What follows belongs to an exercise in optimizing a design on an open flow for small area; a production flow would make more cautious choices. The RTL was checked by simulation tests, not by an equivalence proof against the original design.

$ cat design/flow/run.sh
#!/bin/bash
# synth_recipe.tcl (not shown) runs the flow's synth.tcl, then flattens the netlist and writes it again
# the make line also repeats each setting of config.mk as NAME=value (left out here)
make -C /OpenROAD-flow-scripts/flow DESIGN_CONFIG=/design/flow/config.mk WORK_HOME=/design/flow/orfs CLKGATE_MAP_FILE= SYNTH_SCRIPT=/design/flow/synth_recipe.tcl finish
$ cat design/flow/config.mk
export PLATFORM = sky130hd
export DESIGN_NAME = ook_codec
export DESIGN_NICKNAME = ook_codec
export VERILOG_FILES = /design/flow/design.v
export SDC_FILE = /design/flow/constraint.sdc
export NUM_CORES = 4
export LEC_CHECK = 0
export CAP_MARGIN = 20
export CORE_MARGIN = 2
export CORE_UTILIZATION = 30
export GPL_ROUTABILITY_DRIVEN = 1
export PLACE_DENSITY = 0.45
export SLEW_MARGIN = 20
$ cat design/flow/constraint.sdc
create_clock -name core_clock -period 20.0 [get_ports {clk}]
set_input_delay 4.0000 -clock core_clock [delete_from_list [all_inputs] [get_ports {clk}]]
set_output_delay 4.0000 -clock core_clock [all_outputs]
set_load 0.01 [all_outputs]
$ cat design/flow/design.v
module ook_rx (
    input  wire        clk,
    input  wire        rst_n,
    input  wire        ev_valid,
    input  wire [31:0] ev_ts,
    output wire        idle,
    input  wire [7:0]  tol_pct,
    output reg         pub_valid,
    output reg  [32:0] pub_code,
    output reg  [5:0]  pub_bitlen,
    output reg  [3:0]  pub_proto,
    output reg  [31:0] pub_time,
    output reg  [31:0] pub_unit
);
    localparam [31:0] SYNC_GAP_MIN   = 32'd5000;
    localparam [31:0] SYNC_MATCH_WIN = 32'd200;
    localparam [6:0]  BUF_CAP        = 7'd68;
    localparam [6:0]  MIN_CHANGES    = 7'd6;
    localparam [2:0] S_IDLE  = 3'd0,
                     S_DIV   = 3'd1,
                     S_WALK  = 3'd2,
                     S_CHECK = 3'd3,
                     S_STORE = 3'd4;
    reg [2:0]  state;
    reg [68*32-1:0] tbuf;     
    reg [6:0]  change_count;
    reg [1:0]  repeat_count;
    reg [31:0] last_ts;
    reg [31:0] gap_d;         
    reg [31:0] dec_ts;
    reg [6:0]  dec_n;
    reg [3:0]  proto;
    reg [31:0] ud;            
    reg [31:0] rem;           
    reg [5:0]  div_cnt;
    reg [6:0]  pair_i;
    reg [33:0] acc;
    assign idle = (state == S_IDLE);
    wire [31:0] d        = ev_ts - last_ts;
    wire        is_gap   = d > SYNC_GAP_MIN;
    wire [31:0] t0       = tbuf[31:0];
    wire [31:0] gap_diff = (d > t0) ? (d - t0) : (t0 - d);
    wire        is_rep   = is_gap && (change_count != 7'd0) && (gap_diff <= SYNC_MATCH_WIN);
    wire        confirm  = is_rep && (repeat_count == 2'd1);
    reg [6:0] cc_new;
    reg [1:0] rc_new;
    always @(*) begin
        cc_new = change_count;
        rc_new = repeat_count;
        if (is_gap) begin
            if (is_rep)
                rc_new = repeat_count + 2'd1;
            cc_new = 7'd0;
        end
        if (cc_new >= BUF_CAP) begin
            cc_new = 7'd0;
            rc_new = 2'd0;
        end
    end
    wire [7:0] sync_units  = (proto == 4'd1) ? 8'd31 : 8'd10;
    wire [7:0] pulse_units = (proto == 4'd1) ? 8'd3  : 8'd2;
    wire [32:0] rem_shift = {rem, ud[31]};
    wire        rem_ge    = rem_shift >= {25'd0, sync_units};
    wire [32:0] rem_sub   = rem_shift - {25'd0, sync_units};
    wire [6:0]  pb_idx = pair_i + 7'd1;
    wire [31:0] pa = tbuf[32*pair_i +: 32];
    wire [31:0] pb = tbuf[32*pb_idx +: 32];
    wire [47:0] tol_x100  = ud * tol_pct;                  
    wire [47:0] exp_short = {16'd0, ud};
    wire [47:0] exp_long  = ud * pulse_units;
    function match;
        input [31:0] obs;
        input [47:0] expv;
        input [47:0] tol;
        reg   [47:0] diff;
        begin
            diff  = ({16'd0, obs} > expv) ? ({16'd0, obs} - expv) : (expv - {16'd0, obs});
            match = (diff * 48'd100) <= tol;
        end
    endfunction
    wire a_short = match(pa, exp_short, tol_x100);
    wire a_long  = match(pa, exp_long,  tol_x100);
    wire b_short = match(pb, exp_short, tol_x100);
    wire b_long  = match(pb, exp_long,  tol_x100);
    wire is_bit0 = a_short && b_long;
    wire is_bit1 = a_long  && b_short;
    wire [32:0] code_now = acc[33:1];
    always @(posedge clk) begin
        if (!rst_n) begin
            state        <= S_IDLE;
            tbuf         <= {68*32{1'b0}};
            change_count <= 7'd0;
            repeat_count <= 2'd0;
            last_ts      <= 32'd0;
            gap_d        <= 32'd0;
            dec_ts       <= 32'd0;
            dec_n        <= 7'd0;
            proto        <= 4'd1;
            ud           <= 32'd0;
            rem          <= 32'd0;
            div_cnt      <= 6'd0;
            pair_i       <= 7'd1;
            acc          <= 34'd0;
            pub_valid    <= 1'b0;
            pub_code     <= 33'd0;
            pub_bitlen   <= 6'd0;
            pub_proto    <= 4'd0;
            pub_time     <= 32'd0;
            pub_unit     <= 32'd0;
        end else begin
            pub_valid <= 1'b0;
            case (state)
                S_IDLE: begin
                    if (ev_valid) begin
                        last_ts <= ev_ts;
                        if (confirm) begin
                            gap_d   <= d;
                            dec_ts  <= ev_ts;
                            dec_n   <= change_count - 7'd1;
                            proto   <= 4'd1;
                            ud      <= tbuf[31:0];
                            rem     <= 32'd0;
                            div_cnt <= 6'd0;
                            state   <= S_DIV;
                        end else begin
                            repeat_count   <= rc_new;
                            tbuf[32*cc_new +: 32] <= d;
                            change_count   <= cc_new + 7'd1;
                        end
                    end
                end
                S_DIV: begin
                    if (rem_ge) begin
                        rem <= rem_sub[31:0];
                        ud  <= {ud[30:0], 1'b1};
                    end else begin
                        rem <= rem_shift[31:0];
                        ud  <= {ud[30:0], 1'b0};
                    end
                    div_cnt <= div_cnt + 6'd1;
                    if (div_cnt == 6'd31) begin
                        pair_i <= 7'd1;
                        acc    <= 34'd0;
                        state  <= S_WALK;
                    end
                end
                S_WALK: begin
                    if (pair_i < dec_n) begin
                        if (is_bit0)
                            acc <= {acc[32:0], 1'b0};
                        else if (is_bit1)
                            acc <= {acc[32:1], 1'b1, 1'b0};
                        else
                            acc <= 34'd0;
                        pair_i <= pair_i + 7'd2;
                    end else begin
                        state <= S_CHECK;
                    end
                end
                S_CHECK: begin
                    if (dec_n > MIN_CHANGES && code_now != 33'd0) begin
                        pub_valid  <= 1'b1;
                        pub_code   <= code_now;
                        pub_bitlen <= dec_n[6:1];
                        pub_proto  <= proto;
                        pub_time   <= dec_ts;
                        pub_unit   <= ud;
                        state      <= S_STORE;
                    end else if (proto == 4'd1) begin
                        proto   <= 4'd2;
                        ud      <= tbuf[31:0];
                        rem     <= 32'd0;
                        div_cnt <= 6'd0;
                        state   <= S_DIV;
                    end else begin
                        state <= S_STORE;
                    end
                end
                S_STORE: begin
                    repeat_count <= 2'd0;
                    tbuf[31:0]   <= gap_d;
                    change_count <= 7'd1;
                    state        <= S_IDLE;
                end
                default: state <= S_IDLE;
            endcase
        end
    end
endmodule
module ook_codec (
    input  wire        clk,
    input  wire        rst_n,
    input  wire [3:0]  reg_addr,      
    input  wire        reg_wr,
    input  wire        reg_rd,
    input  wire [31:0] reg_wdata,
    output reg  [31:0] reg_rdata,
    input  wire [31:0] now_us,
    input  wire        edge_valid,
    output wire        pin_dir,
    output wire        pin_out,
    output wire        edge_en,
    output reg         pin_release
);
    localparam [3:0] A_CMD = 4'h0, A_STATUS = 4'h1, A_TX_CODE = 4'h2, A_TX_CFG = 4'h3,
                     A_TX_PULSE = 4'h4, A_RX_TOL = 4'h5, A_RX_CODE_LO = 4'h6,
                     A_RX_CODE_HI = 4'h7, A_RX_META = 4'h8, A_RX_UNIT = 4'h9,
                     A_RX_TIME = 4'hA, A_RX_SEQ = 4'hB, A_WAVE_HIGH = 4'hC,
                     A_WAVE_LOW = 4'hD;
    localparam [1:0] M_OFF = 2'd0, M_TX = 2'd1, M_RX = 2'd2;
    localparam [7:0] C_NOP = 8'h00, C_TX_ENABLE = 8'h01, C_TX_DISABLE = 8'h02,
                     C_RX_ENABLE = 8'h03, C_RX_DISABLE = 8'h04, C_SEND = 8'h05,
                     C_CLEANUP = 8'h06, C_ENC_LOGIC0 = 8'h08, C_ENC_LOGIC1 = 8'h09,
                     C_ENC_SYNC = 8'h0A;
    localparam [3:0] E_OK = 4'd0, E_MODE_CONFLICT = 4'd1, E_NOT_ENABLED = 4'd2,
                     E_UNSUPPORTED = 4'd3, E_CODE_TOO_WIDE = 4'd4, E_INVALID = 4'd5,
                     E_BUSY = 4'd6, E_ILLEGAL = 4'd7;
    reg [1:0]  mode;
    reg        busy;
    reg        tx_abort;
    reg [3:0]  err;
    reg        rx_ovf;
    reg        rx_valid;
    reg [31:0] tx_code_r;
    reg [5:0]  cfg_width;
    reg [3:0]  cfg_proto;
    reg [7:0]  cfg_repeat;
    reg [15:0] cfg_pulse;
    reg [7:0]  tol_pct;
    reg [31:0] rx_seq;
    reg [31:0] wave_high;
    reg [31:0] wave_low;
    reg [31:0] tx_code;
    reg [5:0]  tx_width;
    reg [3:0]  tx_proto;
    reg [15:0] tx_pulse;
    reg [7:0]  tx_rep_left;    
    reg [5:0]  tx_bit;         
    reg        tx_in_sync;     
    reg        tx_low;         
    reg [31:0] tx_seg_start;
    reg        ev_pending;
    reg [31:0] ev_ts;
    assign pin_dir = (mode == M_TX);
    assign edge_en = (mode == M_RX);
    assign pin_out = busy & ~tx_low;
    function proto_ok;
        input [3:0] p;
        proto_ok = (p == 4'd1) || (p == 4'd2);
    endfunction
    function [7:0] sync_units_of;
        input [3:0] p;
        sync_units_of = (p == 4'd1) ? 8'd31 : 8'd10;
    endfunction
    function [7:0] pulse_units_of;
        input [3:0] p;
        pulse_units_of = (p == 4'd1) ? 8'd3 : 8'd2;
    endfunction
    wire        rx_idle;
    wire        pub_valid;
    wire [32:0] pub_code;
    wire [5:0]  pub_bitlen;
    wire [3:0]  pub_proto;
    wire [31:0] pub_time;
    wire [31:0] pub_unit;
    ook_rx u_rx (
        .clk        (clk),
        .rst_n      (rst_n),
        .ev_valid   (ev_pending && rx_idle),
        .ev_ts      (ev_ts),
        .idle       (rx_idle),
        .tol_pct    (tol_pct),
        .pub_valid  (pub_valid),
        .pub_code   (pub_code),
        .pub_bitlen (pub_bitlen),
        .pub_proto  (pub_proto),
        .pub_time   (pub_time),
        .pub_unit   (pub_unit)
    );
    wire       cmd_wr  = reg_wr && (reg_addr == A_CMD);
    wire [7:0] opc     = reg_wdata[7:0];
    wire       rsv_set = (reg_wdata[31:8] != 24'd0);
    wire       opc_known = (opc <= 8'h06) || (opc == C_ENC_LOGIC0) ||
                           (opc == C_ENC_LOGIC1) || (opc == C_ENC_SYNC);
    wire       illegal   = rsv_set || !opc_known;
    wire       send_width_bad = (cfg_width == 6'd0) || (cfg_width > 6'd32);
    wire [32:0] code_limit    = 33'd1 << cfg_width;
    wire       send_too_wide  = ({1'b0, tx_code_r} >= code_limit);
    wire [31:0] enc_unit  = {16'd0, cfg_pulse};
    wire [31:0] enc_long  = cfg_pulse * pulse_units_of(cfg_proto);
    wire [31:0] enc_sync  = cfg_pulse * sync_units_of(cfg_proto);
    wire       cur_bit = tx_code[tx_bit[4:0]];
    reg  [7:0] cur_units;
    always @(*) begin
        if (tx_in_sync)
            cur_units = tx_low ? sync_units_of(tx_proto) : 8'd1;
        else if (cur_bit)
            cur_units = tx_low ? 8'd1 : pulse_units_of(tx_proto);
        else
            cur_units = tx_low ? pulse_units_of(tx_proto) : 8'd1;
    end
    wire [31:0] cur_dur  = tx_pulse * cur_units;
    wire [31:0] elapsed  = now_us - tx_seg_start;
    wire        seg_done = busy && (elapsed >= cur_dur);
    always @(posedge clk) begin
        if (!rst_n) begin
            mode         <= M_OFF;
            busy         <= 1'b0;
            tx_abort     <= 1'b0;
            err          <= E_OK;
            rx_ovf       <= 1'b0;
            rx_valid     <= 1'b0;
            tx_code_r    <= 32'd0;
            cfg_width    <= 6'd24;
            cfg_proto    <= 4'd1;
            cfg_repeat   <= 8'd10;
            cfg_pulse    <= 16'd350;
            tol_pct      <= 8'd20;
            rx_seq       <= 32'd0;
            wave_high    <= 32'd0;
            wave_low     <= 32'd0;
            tx_code      <= 32'd0;
            tx_width     <= 6'd0;
            tx_proto     <= 4'd0;
            tx_pulse     <= 16'd0;
            tx_rep_left  <= 8'd0;
            tx_bit       <= 6'd0;
            tx_in_sync   <= 1'b0;
            tx_low       <= 1'b0;
            tx_seg_start <= 32'd0;
            ev_pending   <= 1'b0;
            ev_ts        <= 32'd0;
            pin_release  <= 1'b0;
            reg_rdata    <= 32'd0;
        end else begin
            pin_release <= 1'b0;
            if (seg_done) begin
                tx_seg_start <= now_us;
                if (!tx_low) begin
                    tx_low <= 1'b1;
                end else if (!tx_in_sync) begin
                    tx_low <= 1'b0;
                    if (tx_bit == 6'd0)
                        tx_in_sync <= 1'b1;
                    else
                        tx_bit <= tx_bit - 6'd1;
                end else if (tx_rep_left == 8'd1) begin
                    busy        <= 1'b0;
                    tx_low      <= 1'b0;
                    tx_in_sync  <= 1'b0;
                    tx_rep_left <= 8'd0;
                end else begin
                    tx_low      <= 1'b0;
                    tx_in_sync  <= 1'b0;
                    tx_bit      <= tx_width - 6'd1;
                    tx_rep_left <= tx_rep_left - 8'd1;
                end
            end
            if (ev_pending && rx_idle)
                ev_pending <= 1'b0;
            if (edge_valid && mode == M_RX) begin
                if (ev_pending && !rx_idle)
                    rx_ovf <= 1'b1;          
                else begin
                    ev_pending <= 1'b1;
                    ev_ts      <= now_us;
                end
            end
            if (pub_valid) begin
                rx_seq   <= rx_seq + 32'd1;
                rx_valid <= 1'b1;
            end
            if (reg_rd) begin
                case (reg_addr)
                    A_STATUS:     reg_rdata <= {22'd0, rx_valid, rx_ovf, err, tx_abort, busy, mode};
                    A_TX_CODE:    reg_rdata <= tx_code_r;
                    A_TX_CFG:     reg_rdata <= {8'd0, cfg_repeat, 4'd0, cfg_proto, 2'd0, cfg_width};
                    A_TX_PULSE:   reg_rdata <= {16'd0, cfg_pulse};
                    A_RX_TOL:     reg_rdata <= {24'd0, tol_pct};
                    A_RX_CODE_LO: reg_rdata <= pub_code[31:0];
                    A_RX_CODE_HI: reg_rdata <= {31'd0, pub_code[32]};
                    A_RX_META:    reg_rdata <= {20'd0, pub_proto, 2'd0, pub_bitlen};
                    A_RX_UNIT:    reg_rdata <= pub_unit;
                    A_RX_TIME:    reg_rdata <= pub_time;
                    A_RX_SEQ:     reg_rdata <= rx_seq;
                    A_WAVE_HIGH:  reg_rdata <= wave_high;
                    A_WAVE_LOW:   reg_rdata <= wave_low;
                    default:      reg_rdata <= 32'd0;
                endcase
            end
            if (reg_wr) begin
                case (reg_addr)
                    A_TX_CODE:  tx_code_r <= reg_wdata;
                    A_TX_CFG: begin
                        cfg_width  <= reg_wdata[5:0];
                        cfg_proto  <= reg_wdata[11:8];
                        cfg_repeat <= reg_wdata[23:16];
                    end
                    A_TX_PULSE: cfg_pulse <= reg_wdata[15:0];
                    A_RX_TOL:   tol_pct   <= reg_wdata[7:0];
                    default: ;
                endcase
            end
            if (cmd_wr) begin
                if (illegal) begin
                    err <= E_ILLEGAL;
                end else begin
                    case (opc)
                        C_NOP: err <= E_OK;
                        C_TX_ENABLE: begin
                            if (mode == M_RX)
                                err <= E_MODE_CONFLICT;
                            else begin
                                mode <= M_TX;
                                err  <= E_OK;
                            end
                        end
                        C_TX_DISABLE: begin
                            if (mode == M_TX) begin
                                if (busy) begin
                                    busy       <= 1'b0;
                                    tx_abort   <= 1'b1;
                                    tx_low     <= 1'b0;
                                    tx_in_sync <= 1'b0;
                                end
                                mode <= M_OFF;
                            end
                            err <= E_OK;
                        end
                        C_RX_ENABLE: begin
                            if (mode == M_TX)
                                err <= E_MODE_CONFLICT;
                            else begin
                                mode   <= M_RX;
                                rx_ovf <= 1'b0;
                                err    <= E_OK;
                            end
                        end
                        C_RX_DISABLE: begin
                            if (mode == M_RX) begin
                                mode       <= M_OFF;
                                ev_pending <= 1'b0;
                            end
                            err <= E_OK;
                        end
                        C_SEND: begin
                            if (busy)
                                err <= E_BUSY;
                            else if (mode != M_TX)
                                err <= E_NOT_ENABLED;
                            else if (send_width_bad || cfg_pulse == 16'd0)
                                err <= E_INVALID;
                            else if (!proto_ok(cfg_proto))
                                err <= E_UNSUPPORTED;
                            else if (send_too_wide)
                                err <= E_CODE_TOO_WIDE;
                            else begin
                                tx_code      <= tx_code_r;
                                tx_width     <= cfg_width;
                                tx_proto     <= cfg_proto;
                                tx_pulse     <= cfg_pulse;
                                tx_abort     <= 1'b0;
                                tx_low       <= 1'b0;
                                tx_in_sync   <= 1'b0;
                                tx_bit       <= cfg_width - 6'd1;
                                tx_rep_left  <= cfg_repeat;
                                tx_seg_start <= now_us;
                                busy         <= (cfg_repeat != 8'd0);
                                err          <= E_OK;
                            end
                        end
                        C_CLEANUP: begin
                            if (mode == M_TX && busy) begin
                                busy       <= 1'b0;
                                tx_abort   <= 1'b1;
                                tx_low     <= 1'b0;
                                tx_in_sync <= 1'b0;
                            end
                            mode        <= M_OFF;
                            ev_pending  <= 1'b0;
                            pin_release <= 1'b1;
                            err         <= E_OK;
                        end
                        default: begin
                            if (cfg_pulse == 16'd0)
                                err <= E_INVALID;
                            else if (!proto_ok(cfg_proto))
                                err <= E_UNSUPPORTED;
                            else begin
                                if (opc == C_ENC_LOGIC0) begin
                                    wave_high <= enc_unit;
                                    wave_low  <= enc_long;
                                end else if (opc == C_ENC_LOGIC1) begin
                                    wave_high <= enc_long;
                                    wave_low  <= enc_unit;
                                end else begin
                                    wave_high <= enc_unit;
                                    wave_low  <= enc_sync;
                                end
                                err <= E_OK;
                            end
                        end
                    endcase
                end
            end
        end
    end
endmodule
==> flow_summary.ini <==
[final_layout]
register_name_with_the_most_flops = u_rx.tbuf
drive_gt1_frac = 0.136
finish.utilization = 0.335
area_growth_pct = 11.2
finalNetCount = 20400
largest_reg_flops = 2176
largest_registers = u_rx.tbuf: 2176 flops, u_rx.acc: 33 flops, u_rx.pub_code: 33 flops

[global_routing]
grt_max_degree = 290
via_count_of_the_first_global_routing_pass = 146000
globalRouteOverflowTotal = 0
grtUsageTotal = 0.235
wire_length_of_the_first_global_routing_pass_microns = 1080000
grt_antenna_before_repair = 56

[cts]
clock_latency_reported_for_the_late_side_of_the_worst_skew_pair_ns = 1.02
cts.sinks = 2836
tritoncts_clock_tree = built
cts_root_buffer = sky130_fd_sc_hd__clkbuf_16
clkSlewWorstSetupHoldPaths_ns = 0.06
h-tree-depth = 5
post-cts-setup-buffer-count = 0
post_cts_gate_resize_count = 0
cts_max_path_buffers = 4
cts_hold_buffers = 0
cts-buffers-inserted = 335

[timing]
fmax_ghz = 0.0609
rsz0062_at_grt = no
report.final.slew_viol_count = 0
period_needed_ns = 16.41
hold_viol_final = 0
totalNegativeSetupSlack_ns = 0
final-setup-viol-count = 0
min_period_over_period = 0.820
final.setup_skew_ns = 0.0720
timing_worst_slew_pin_value_ns = 1.27
slew_headroom = 0.150

[placed_design]
finalWeightedCongestion = 0.943
hpwlAfterDp_microns = 527000
portBuffers = 108

[route]
vias = 153000
detail_route.iter0.violations = 15700
route.final.wire_length_microns = 749000
ant_nets = 0
first_pass_iters = 9
wl_per_cell_microns = 27.7
drt-vias-per-instance = 5.65
drc = 0

[floorplan]
floorplan.die_area_sq_um = 616000
floorplan.core_area_sq_um = 607000
floorplan.die.width_microns = 785
starting_utilization_of_the_core_area = 0.301
boundaryPins = 109
core.rowCount = 286
die_h_microns = 785

[worst_hold_path]
worst_hold_path_type = flip-flop to flip-flop

[critical_path]
cp_slowest_stage_delay_ns = 0.81
worst-endpoint-arrival_ns = 17.30
worst_path_max_delay_cell = sky130_fd_sc_hd__buf_4
timing.critical_path.fanout_max = 57
top_delay_family_on_crit_path = compound AO/OA/AOI/OAI gates
kind_of_launch_point_of_the_worst_setup_path = flip-flop
critPathRequiredTime_ns = 20.89
crit_path_end_kind = flip-flop
critical_path_class = flip-flop to flip-flop
cp_num_buf_inv = 6

[synth]
ys_types = 116
synth-main-ff-cell = sky130_fd_sc_hd__dfxtp_1
syn_area_sq_um = 183000
synthesis.nets = 21000
synth_async_sr_flop_share = 0
syn_avg_cell_area_sq_um = 9.49
synth_sequential_area_ratio = 0.311
synth-edff-count = 0
synthCells = 19300
number_of_flip_flops_and_latches_in_the_synthesized_netlist = 2836
number_of_warning_messages_in_the_yosys_log = 2

[run]
cap_violations = 0

[status]
outcome = complete, no violations
## cells in the mapped netlist, drive strengths merged, types with 25 or more instances
| library cell | n | area share |
|---|---|---|
| a2111oi | 39 | 0.0019 |
| a211oi | 345 | 0.014 |
| a21boi | 25 | 0.0010 |
| a21o | 310 | 0.013 |
| a21oi | 1447 | 0.040 |
| a221oi | 38 | 0.0018 |
| a22o | 47 | 0.0023 |
| a22oi | 108 | 0.0044 |
| a31o | 60 | 0.0029 |
| a31oi | 91 | 0.0031 |
| a32oi | 25 | 0.0012 |
| and2 | 207 | 0.0071 |
| and3 | 1371 | 0.047 |
| and4 | 25 | 0.0012 |
| buf | 241 | 0.0060 |
| clkbuf | 1204 | 0.025 |
| dfxtp | 2836 | 0.31 |
| fa | 421 | 0.046 |
| ha | 1238 | 0.085 |
| inv | 831 | 0.017 |
| mux2 | 75 | 0.0046 |
| mux2i | 266 | 0.015 |
| mux4 | 1315 | 0.16 |
| nand2 | 2206 | 0.045 |
| nand2b | 104 | 0.0036 |
| nand3 | 617 | 0.017 |
| nand4 | 145 | 0.0050 |
| nor2 | 1163 | 0.024 |
| nor2b | 111 | 0.0038 |
| nor3 | 175 | 0.0049 |
| nor4 | 76 | 0.0028 |
| o211ai | 78 | 0.0032 |
| o21a | 103 | 0.0042 |
| o21ai | 743 | 0.020 |
| o21bai | 117 | 0.0048 |
| o22ai | 28 | 0.00096 |
| o31a | 34 | 0.0016 |
| o31ai | 35 | 0.0015 |
| or2 | 42 | 0.0014 |
| or3 | 52 | 0.0018 |
| or4 | 30 | 0.0013 |
| xnor2 | 293 | 0.014 |
| xor2 | 204 | 0.0098 |
## through the flow
step           instances  cell area, sq um  hold WS (ns)  setup slack (ns)
2_1_floorplan      19300            183000         0.427              6.79
3_3_place_gp       26400            192000         0.436              3.83
3_5_place_dp       26400            192000         0.442              3.69
4_1_cts            27000            203000         0.440              3.57
5_1_grt            27000            203000         0.460              2.49
6_report           27000            203000         0.447              3.59
## cell usage in the layout, fill, tap and decap left out, types with 612 or more instances in the layout
master / synthesis / routed
sky130_fd_sc_hd__nand2_1: 2206 / 2192
sky130_fd_sc_hd__and3_1: 1371 / 1371
sky130_fd_sc_hd__o21ai_0: 720 / 717
sky130_fd_sc_hd__nand3_1: 616 / 612
sky130_fd_sc_hd__mux4_2: 1315 / 1315
sky130_fd_sc_hd__a21oi_1: 1447 / 1444
sky130_fd_sc_hd__nor2_1: 1139 / 1110
sky130_fd_sc_hd__ha_1: 1238 / 1236
sky130_fd_sc_hd__inv_1: 829 / 828
sky130_fd_sc_hd__dfxtp_1: 2836 / 2824
## final cells by class
type / instances / area [sq um]
multi-input cells: 14200 / 118000
flip-flops and latches: 2836 / 56800
clock buffers: 474 / 9550
diodes: 18 / 45.0
inverters: 836 / 3150
fillers: 62300 / 404000
well taps: 8064 / 10100
clock inverters: 108 / 1410
repair buffers: 519 / 4520
## worst paths after layout
path                               start                             to  slack, ns  depth (start not counted)
max          u_rx.pair_i[0]$_SDFFE_PN1P_      u_rx.acc[33]$_SDFFE_PN0P_       3.59                         55
min          u_rx.dec_ts[6]$_SDFFE_PN0P_  u_rx.pub_time[6]$_SDFFE_PN0P_       0.45                          2
max reg2reg  u_rx.pair_i[0]$_SDFFE_PN1P_      u_rx.acc[33]$_SDFFE_PN0P_       3.59                         55
min reg2reg  u_rx.dec_ts[6]$_SDFFE_PN0P_  u_rx.pub_time[6]$_SDFFE_PN0P_       0.45                          2
## worst register-to-register path, delay by kind of cell, from the launching register on
| kind | cells | cell delay, ns |
|---|---|---|
| multiplexers | 3 | 1.52 |
| AND/OR/NAND/NOR | 13 | 2.34 |
| XOR/XNOR | 2 | 0.77 |
| flip-flops | 1 | 0.77 |
| adder cells (fa/ha/maj) | 6 | 2.23 |
| buffers and inverters | 6 | 2.51 |
| AO/OA/AOI/OAI | 25 | 6.20 |
## per-layer routing
| layer | vias up | global-route usage | wire length [microns] |
|---|---|---|---|
| li1 | 69000 | - | - |
| met3 | 1028 | 0.0400 | 55700 |
| met2 | 5579 | 0.355 | 322000 |
| met4 | 4 | 0.0914 | 33600 |
| met1 | 77000 | 0.334 | 338000 |
| met5 | - | 0 | 27 |
## kinds of logic (layout without fill, tap and decap cells)
family          count (synthesis)  after routing  synth area share
simple gates                 6403           6403             0.170
other cells                     0             18                 0
compound gates               3936           3936             0.136
mux                          1656           1656             0.181
flops                        2836           2836             0.311
buf+inv                      2281           1937            0.0479
xor+xnor                      497            497            0.0239
fa+ha+maj                    1661           1661             0.131

re-timing with driven ports:
In the flow no input, the clock included, has a driving cell. The finished layout below was timed again as built, in two steps. Step 1, drivers: a clkbuf_16 drives clk and a buf_2 each remaining input, both assumed. Step 2, shift: input delay + t, output delay - t, t = (earliest + latest rising clock arrival at the registers) / 2. This alone moves slack from input paths to output paths. a / b / c = no drivers / after step 1 / after step 2; a / b = the first two.
t (ns): 1.103
setup slack, ns: 3.591 / 3.591 / 3.591
latest minus earliest clock arrival (ns): 0.075 / 0.075
After both steps setup and hold are still met in this run. The setup slack of this run moves by 0.000 ns with the drivers and by 0.000 ns with both steps.
